This is an optimization exercise on Yosys and OpenROAD, whose aim is small area, a short achievable clock period and few clock cycles per item, not a production implementation.
In this exercise RTL edits were held to simulation tests only and were not proved equivalent to the original.
Power is estimated from default activity; no workload was simulated.

Design irlib2_codec, start of the top module:
module irlib2_codec (
  input  wire        clk,
  input  wire        rst,
  input  wire        cmd_valid,
  input  wire [63:0] cmd_word,
  output wire        cmd_ready,
  input  wire [3:0]  rd_addr,
  output wire [31:0] rd_data,
  input  wire        cap_we,
  input  wire [15:0] cap_idx,
  input  wire        cap_level,
  input  wire [15:0] cap_dur,
  output wire        tok_valid,
  output wire        tok_level,
  output wire [15:0] tok_dur,
  input  wire        tok_ready
);
Settings: LEC_CHECK=0, CAP_MARGIN=20, CORE_MARGIN=2, CORE_UTILIZATION=40, SLEW_MARGIN=20, SYNTH_HIERARCHICAL=1; clock period 10.0 ns.
standard.sh (not shown) runs the stock make flow with config.mk's settings and CLKGATE_MAP_FILE= SYNTH_SCRIPT=/design/flow/synth_recipe.tcl, a recipe that flattens the netlist after the stock synthesis.
==> flow/flow/run.sh <==
#!/bin/bash
# Layout flow: the standard ORFS flow (standard.sh, with the standard
# synthesis unchanged) run with different layout settings:
#  - every port still gets a buffer, but the smallest one (buf_1); timing
#    repair upsizes the ones on critical paths,
#  - a denser core (62% utilisation),
#  - a 5.0 ns setup margin for timing repair, so it works towards a 5 ns period,
#  - clock tree of clkbuf_8 buffers without dummy balancing loads,
#  - no gate cloning during timing repair,
#  - global placement at a target density of 0.75.
# ORFS writes each tool's full log under orfs/logs/; the make output goes to
# standard.log.
set -euo pipefail
bash standard.sh \
  BUFFER_PORTS_ARGS="-buffer_cell sky130_fd_sc_hd__buf_1" \
  CORE_UTILIZATION=62 \
  SETUP_SLACK_MARGIN=5.0 \
  CTS_ARGS="-sink_clustering_enable -repair_clock_nets -dont_use_dummy_load -sink_clustering_size 24 -sink_clustering_max_diameter 60 -buf_list sky130_fd_sc_hd__clkbuf_8" \
  SKIP_GATE_CLONING=1 \
  PLACE_DENSITY=0.85 \
  finish > standard.log 2>&1
The starting point finished clean.
Testbench counts at the start, summed over its fixed seeds: cycles 15,389, frames 410.
Rerun with:
==> flow/flow/run.sh (replaced) <==
#!/bin/bash
# Standard ORFS flow (the standard.sh, standard synthesis unchanged) with
# different layout settings: smaller port buffers, a denser core and a larger
# setup margin for timing repair. Each tool's output stays in orfs/logs/.
set -euo pipefail
bash standard.sh \
  BUFFER_PORTS_ARGS="-buffer_cell sky130_fd_sc_hd__buf_1" \
  CORE_UTILIZATION=55 \
  SETUP_SLACK_MARGIN=5.0 \
  CTS_ARGS="-sink_clustering_enable -repair_clock_nets -dont_use_dummy_load -sink_clustering_size 24 -sink_clustering_max_diameter 60 -buf_list sky130_fd_sc_hd__clkbuf_8 -sink_buffer_max_cap_derate 0.3" \
  finish > standard.log 2>&1
The new run completed with no timing, DRC or antenna violations.
Worst hold slack barely changes.
Via count fell by 0.59%.
Power hardly moves.
Global-route usage fell by 0.84 points.
Count of clock-buffer cells in the layout does not change.
Area after synthesis is unchanged.

Setup of v10:
Starting RTL as in the previous note.
==> flow/config.mk <==
export PLATFORM = sky130hd
export DESIGN_NAME = irlib2_codec
export DESIGN_NICKNAME = irlib2_codec
export VERILOG_FILES = /design/flow/design.v
export SDC_FILE = /design/flow/constraint.sdc
export NUM_CORES = 4
export LEC_CHECK = 0
export CAP_MARGIN = 20
export CORE_MARGIN = 2
export CORE_UTILIZATION = 40
export SLEW_MARGIN = 20
export SYNTH_HIERARCHICAL = 1
==> flow/constraint.sdc <==
create_clock -name core_clock -period 10.0 [get_ports {clk}]
set_input_delay 2.0000 -clock core_clock [delete_from_list [all_inputs] [get_ports {clk}]]
set_output_delay 2.0000 -clock core_clock [all_outputs]
set_load 0.01 [all_outputs]
==> flow/flow/run.sh <==
#!/bin/bash
# Layout flow: the standard ORFS flow (standard.sh, with the standard
# synthesis unchanged) run with different layout settings:
#  - every port still gets a buffer, but the smallest one (buf_1); timing
#    repair upsizes the ones on critical paths,
#  - a denser core (62% utilisation),
#  - a 5.0 ns setup margin for timing repair, so it works towards a 5 ns period,
#  - clock tree of clkbuf_8 buffers without dummy balancing loads.
# ORFS writes each tool's full log under orfs/logs/; the make output goes to
# standard.log.
set -euo pipefail
bash standard.sh \
  BUFFER_PORTS_ARGS="-buffer_cell sky130_fd_sc_hd__buf_1" \
  CORE_UTILIZATION=62 \
  SETUP_SLACK_MARGIN=5.0 \
  CTS_ARGS="-sink_clustering_enable -repair_clock_nets -dont_use_dummy_load -sink_clustering_size 24 -sink_clustering_max_diameter 60 -buf_list sky130_fd_sc_hd__clkbuf_8" \
  finish > standard.log 2>&1
The flow did not stop early for v10: all stages ran, and the layout cleared the timing, design-rule and antenna checks.
Testbench counts of v10, summed over its fixed seeds: cycles 15,389, frames 410.
[inputs] v20 vs v10
--- a/flow/flow/run.sh
+++ b/flow/flow/run.sh
@@ -15,3 +15,4 @@
   SETUP_SLACK_MARGIN=5.0 \
   CTS_ARGS="-sink_clustering_enable -repair_clock_nets -dont_use_dummy_load -sink_clustering_size 24 -sink_clustering_max_diameter 60 -buf_list sky130_fd_sc_hd__clkbuf_8" \
+  GPL_TIMING_DRIVEN=0 \
   finish > standard.log 2>&1
--- outcome ---
v10 → v20: post-route clock period utilization increased by 0.32 points relative to the old numbers, wire length of the first global-routing pass shows an increase of about 0.7%, total number of nets in the final design rose by 2.2%.
Relative to v20, the following input files were edited for v9:
==> flow/flow/run.sh <==
#!/bin/bash
# Standard ORFS flow (the standard.sh, standard synthesis unchanged) with
# different layout settings: smaller port buffers, a denser core and a larger
# setup margin for timing repair. Each tool's output stays in orfs/logs/.
set -euo pipefail
bash standard.sh \
  BUFFER_PORTS_ARGS="-buffer_cell sky130_fd_sc_hd__buf_1" \
  CORE_UTILIZATION=55 \
  SETUP_SLACK_MARGIN=5.0 \
  CTS_ARGS="-sink_clustering_enable -repair_clock_nets -dont_use_dummy_load -sink_clustering_size 24 -sink_clustering_max_diameter 60 -buf_list sky130_fd_sc_hd__clkbuf_8 -sink_buffer_max_cap_derate 1.0" \
  finish > standard.log 2>&1
## What came out
Total number of vias is lower on v9. Per the comparison of v9 with v20, portion of total power attributed to combinational logic decreased 0.2 points; static leakage power decreased 4.4%; reg2reg setup slack decreased 0.17 ns. Run comparison: v9 worst setup path startpoint cmd_word[16]; v20 worst setup path startpoint rd_addr[2]. Taking v20 as the reference, in v9 met1 layer wirelength in the final routing went up 3.7%; vias per cell went down about 2.7%; half-perimeter wire length after placement went down 3.0%; part of the cycle the worst path needs held.
The inputs of v17 differ from those of v9 as listed below.
==> flow/flow/run.sh <==
#!/bin/bash
# Standard ORFS flow (the standard.sh, standard synthesis unchanged) with
# different layout settings: smaller port buffers, a denser core and a larger
# setup margin for timing repair. Each tool's output stays in orfs/logs/.
set -euo pipefail
bash standard.sh \
  BUFFER_PORTS_ARGS="-buffer_cell sky130_fd_sc_hd__buf_1" \
  CORE_UTILIZATION=62 \
  SETUP_SLACK_MARGIN=5.0 \
  CTS_ARGS="-sink_clustering_enable -repair_clock_nets -dont_use_dummy_load -sink_clustering_size 24 -sink_clustering_max_diameter 60 -buf_list sky130_fd_sc_hd__clkbuf_8" \
  finish > standard.log 2>&1
Time the final worst path needs with I/O delays and setup ends up lower on v17. On part of the cycle the worst path needs: v17 sits below v9. Wire length (higher): v9. v17 vs. v9: routed length per placed instance higher; via density per instance higher; hold slack higher; final worst slack higher.
#### Input delta (v5 over v17)
--- a/flow/flow/run.sh
+++ b/flow/flow/run.sh
@@ -6,6 +6,6 @@
 bash standard.sh \
   BUFFER_PORTS_ARGS="-buffer_cell sky130_fd_sc_hd__buf_1" \
-  CORE_UTILIZATION=62 \
-  SETUP_SLACK_MARGIN=5.0 \
+  CORE_UTILIZATION=55 \
+  SETUP_SLACK_MARGIN=5.15 \
   CTS_ARGS="-sink_clustering_enable -repair_clock_nets -dont_use_dummy_load -sink_clustering_size 24 -sink_clustering_max_diameter 60 -buf_list sky130_fd_sc_hd__clkbuf_8" \
   finish > standard.log 2>&1
## What came out
Changes observed in v5 relative to v17: sequential share of layout area lower, die area moved up, post-route minimum period neither gained nor lost much.

irlib2_codec again, from the RTL that the note above started with.
Design irlib2_codec, start of the top module:
module irlib2_codec (
  input  wire        clk,
  input  wire        rst,
  input  wire        cmd_valid,
  input  wire [63:0] cmd_word,
  output wire        cmd_ready,
  input  wire [3:0]  rd_addr,
  output wire [31:0] rd_data,
  input  wire        cap_we,
  input  wire [15:0] cap_idx,
  input  wire        cap_level,
  input  wire [15:0] cap_dur,
  output wire        tok_valid,
  output wire        tok_level,
  output wire [15:0] tok_dur,
  input  wire        tok_ready
);
  localparam [15:0] ZERO_MIN = 16'd300;
  localparam [15:0] ZERO_MAX = 16'd500;
  localparam [15:0] ONE_MIN  = 16'd600;
  localparam [15:0] ONE_MAX  = 16'd1000;
  localparam [15:0] HDR_MIN  = 16'd1200;
  localparam [15:0] HDR_MAX  = 16'd2000;
  localparam [7:0] SEED_DEFAULT = 8'hAE;
  localparam [7:0] FIXED_MARKER = 8'hAA;
  localparam [3:0] CK_OFFSET    = 4'hD;
  function [3:0] checksum;
    input [3:0] t;
    input [3:0] w;
    begin
      checksum = CK_OFFSET + t + w;
    end
  endfunction
  wire [3:0] op = cmd_word[63:60];
  wire hi_zero  = (cmd_word[59:40] == 20'd0);
  wire mid_zero = (cmd_word[39:16] == 24'd0);
  wire is_nop     = (op == 4'h0) && hi_zero && mid_zero && (cmd_word[15:0] == 16'd0);
  ...
==> flow/config.mk <==
export PLATFORM = sky130hd
export DESIGN_NAME = irlib2_codec
export DESIGN_NICKNAME = irlib2_codec
export VERILOG_FILES = /design/flow/design.v
export SDC_FILE = /design/flow/constraint.sdc
export NUM_CORES = 4
export LEC_CHECK = 0
export CAP_MARGIN = 20
export CORE_MARGIN = 2
export CORE_UTILIZATION = 40
export SLEW_MARGIN = 20
export SYNTH_HIERARCHICAL = 1
==> flow/constraint.sdc <==
create_clock -name core_clock -period 10.0 [get_ports {clk}]
set_input_delay 2.0000 -clock core_clock [delete_from_list [all_inputs] [get_ports {clk}]]
set_output_delay 2.0000 -clock core_clock [all_outputs]
set_load 0.01 [all_outputs]
==> flow/flow/run.sh <==
#!/bin/bash
# Standard ORFS flow (the standard.sh, standard synthesis unchanged) with
# different layout settings: smaller port buffers, a denser core and a larger
# setup margin for timing repair. Each tool's output stays in orfs/logs/.
set -euo pipefail
bash standard.sh \
  BUFFER_PORTS_ARGS="-buffer_cell sky130_fd_sc_hd__buf_1" \
  CORE_UTILIZATION=67 \
  SETUP_SLACK_MARGIN=5.0 \
  CTS_ARGS="-sink_clustering_enable -repair_clock_nets -dont_use_dummy_load -sink_clustering_size 24 -sink_clustering_max_diameter 60 -buf_list sky130_fd_sc_hd__clkbuf_8" \
  finish > standard.log 2>&1
The starting point produced a clean layout.
Testbench counts at the start, summed over its fixed seeds: cycles 15,389, frames 410.
Edit:
==> flow/flow/run.sh (replaced) <==
#!/bin/bash
# Layout flow: the standard ORFS flow (standard.sh, with the standard
# synthesis unchanged) run with different layout settings:
#  - every port still gets a buffer, but the smallest one (buf_1); timing
#    repair upsizes the ones on critical paths,
#  - a denser core (62% utilisation),
#  - a 5.0 ns setup margin for timing repair, so it works towards a 5 ns period,
#  - clock tree of clkbuf_8 buffers without dummy balancing loads.
# ORFS writes each tool's full log under orfs/logs/; the make output goes to
# standard.log.
set -euo pipefail
bash standard.sh \
  BUFFER_PORTS_ARGS="-buffer_cell sky130_fd_sc_hd__buf_1" \
  CORE_UTILIZATION=62 \
  SETUP_SLACK_MARGIN=5.0 \
  CTS_ARGS="-sink_clustering_enable -repair_clock_nets -dont_use_dummy_load -sink_clustering_size 24 -sink_clustering_max_diameter 60 -buf_list sky130_fd_sc_hd__clkbuf_8" \
  SKIP_GATE_CLONING=1 \
  finish > standard.log 2>&1
Cell count goes up by 0.88%.
Clock-buffer cell count stays the same.
Global-route usage goes down by 2.4 points.
Edit:
==> flow/flow/run.sh (replaced) <==
#!/bin/bash
# Standard ORFS flow (the standard.sh, standard synthesis unchanged) with
# different layout settings: smaller port buffers, a denser core and a larger
# setup margin for timing repair. Each tool's output stays in orfs/logs/.
set -euo pipefail
bash standard.sh \
  BUFFER_PORTS_ARGS="-buffer_cell sky130_fd_sc_hd__buf_1" \
  CORE_UTILIZATION=55 \
  SETUP_SLACK_MARGIN=5.0 \
  CTS_BUF_LIST=sky130_fd_sc_hd__clkbuf_8 \
  finish > standard.log 2>&1
Effect: Worst hold slack gets worse by 0.0089 ns; register-to-register slack gets worse by 0.30 ns; wire length came out higher by a few percent; sequential share of layout area came out lower by 1.5 points; combinational power came out higher by a few percent; utilization came out lower by 6.4 points; count of clock-buffer cells in the layout does not change; final cell count came out higher by a few percent; cell area came out higher by a few percent; sequential cell count is unchanged.
Edit:
==> flow/flow/run.sh (replaced) <==
#!/bin/bash
# Layout flow: the standard ORFS flow (standard.sh, with the standard
# synthesis unchanged) run with different layout settings:
#  - every port still gets a buffer, but the smallest one (buf_1); timing
#    repair upsizes the ones on critical paths,
#  - a denser core (62% utilisation),
#  - a 5.0 ns setup margin for timing repair, so it works towards a 5 ns period,
#  - clock tree of clkbuf_8 buffers without dummy balancing loads,
#  - no gate cloning during timing repair.
# ORFS writes each tool's full log under orfs/logs/; the make output goes to
# standard.log.
set -euo pipefail
bash standard.sh \
  BUFFER_PORTS_ARGS="-buffer_cell sky130_fd_sc_hd__buf_1" \
  CORE_UTILIZATION=62 \
  SETUP_SLACK_MARGIN=5.0 \
  CTS_ARGS="-sink_clustering_enable -repair_clock_nets -dont_use_dummy_load -sink_clustering_size 24 -sink_clustering_max_diameter 60 -buf_list sky130_fd_sc_hd__clkbuf_8" \
  SKIP_GATE_CLONING=1 \
  PLACE_DENSITY=0.75 \
  finish > standard.log 2>&1
What happened: The changed run produced a clean layout. Final area fell by 4.0%. Power fell by 11%. Routed wire length fell by 3.2%. Worst setup slack gets worse by 0.0086 ns. Clock power fell by 29%. Final cell count fell by 4.9%.
Edit:
--- a/flow/flow/run.sh
+++ b/flow/flow/run.sh
@@ -8,3 +8,4 @@
 #  - clock tree of clkbuf_8 buffers without dummy balancing loads,
-#  - no gate cloning during timing repair.
+#  - no gate cloning during timing repair,
+#  - global placement at a target density of 0.75.
 # ORFS writes each tool's full log under orfs/logs/; the make output goes to
@@ -14,3 +15,3 @@
   BUFFER_PORTS_ARGS="-buffer_cell sky130_fd_sc_hd__buf_1" \
-  CORE_UTILIZATION=62 \
+  CORE_UTILIZATION=58 \
   SETUP_SLACK_MARGIN=5.0 \
Total power hardly moves.
Utilization goes down by 4.0 points.
Via count goes down by 2.8%.
Die area goes up by 6.7%.
Cell area goes up by 2.0%.
Worst hold slack loses 0.0072 ns.
Area after synthesis stays the same.
Non-clock buffer count goes up by 4.
Setup slack hardly moves.
Clock-buffer cell count stays the same.
Clock skew is about the same.
Edit:
==> flow/flow/run.sh (replaced) <==
#!/bin/bash
# Standard ORFS flow (the standard.sh, standard synthesis unchanged) with
# different layout settings: smaller port buffers, a denser core and a larger
# setup margin for timing repair. Each tool's output stays in orfs/logs/.
set -euo pipefail
bash standard.sh \
  BUFFER_PORTS_ARGS="-buffer_cell sky130_fd_sc_hd__buf_1" \
  CORE_UTILIZATION=62 \
  SETUP_SLACK_MARGIN=4.9 \
  CTS_ARGS="-sink_clustering_enable -repair_clock_nets -dont_use_dummy_load -sink_clustering_size 24 -sink_clustering_max_diameter 60 -buf_list sky130_fd_sc_hd__clkbuf_8" \
  finish > standard.log 2>&1
Outcome: The changed run went through all stages and came out clean. Routed wire length went up by a few percent. Non-clock buffer count came out lower by 4. Synthesized area stays the same. Power is about the same. Setup slack is worse by 0.12 ns. Sequential cell count does not change. Worst hold slack gets better by 0.014 ns. First-iteration DRC count came out higher by a quarter to a third. Cell area falls by a few percent. Clock-buffer cell count stays the same.

-- re-timing with driven ports --
In the flow no input, the clock included, has a driving cell. The finished layouts below were timed again as built, in two steps. Step 1 assumes that a clkbuf_16 drives the clock port and a buf_2 every other input. Step 2 moves the port delays by t, midway between the first and last clock arrival at a register: inputs arrive t later, outputs are due t later. That takes back most of the time a late clock gives input paths. Slacks: ideal / step 1 / step 2; pairs: ideal / step 1.
run	t (ns)	setup slack, ns	latest minus earliest clock arrival (ns)	slew at the worst register clock pin (ns)	worst data-port slew with drivers (ns)
the first run of note 1	0.499	4.989 / 4.923 / 4.755	0.025 / 0.024	0.09 / 0.09	0.06
the second run of note 1	0.475	4.968 / 4.949 / 4.796	0.034 / 0.034	0.09 / 0.09	0.07
v10	0.481	4.992 / 4.879 / 4.879	0.042 / 0.043	0.10 / 0.10	0.11
v20	0.495	4.960 / 4.921 / 4.786	0.042 / 0.042	0.10 / 0.10	0.05
v9	0.475	4.968 / 4.949 / 4.796	0.034 / 0.034	0.09 / 0.09	0.07
v17	0.481	4.992 / 4.879 / 4.879	0.042 / 0.043	0.10 / 0.10	0.11
v5	0.481	4.993 / 4.917 / 4.818	0.042 / 0.042	0.10 / 0.10	0.14
the first run of note 3	0.482	4.961 / 4.911 / 4.769	0.032 / 0.033	0.09 / 0.09	0.10
the second run of note 3	0.483	4.967 / 4.917 / 4.897	0.041 / 0.041	0.10 / 0.10	0.06
the third run of note 3	0.492	4.989 / 4.961 / 4.764	0.015 / 0.015	0.10 / 0.10	0.07
the fourth run of note 3	0.485	4.980 / 4.919 / 4.776	0.033 / 0.033	0.10 / 0.10	0.06
the fifth run of note 3	0.498	4.982 / 4.916 / 4.764	0.035 / 0.035	0.10 / 0.10	0.06
the sixth run of note 3	0.482	4.866 / 4.843 / 4.805	0.043 / 0.043	0.10 / 0.10	0.05
After both steps setup and hold are still met in every run listed. For the first run of note 1, which loses most, drivers alone change the setup slack by -0.066 ns; drivers and shift together by -0.234 ns.
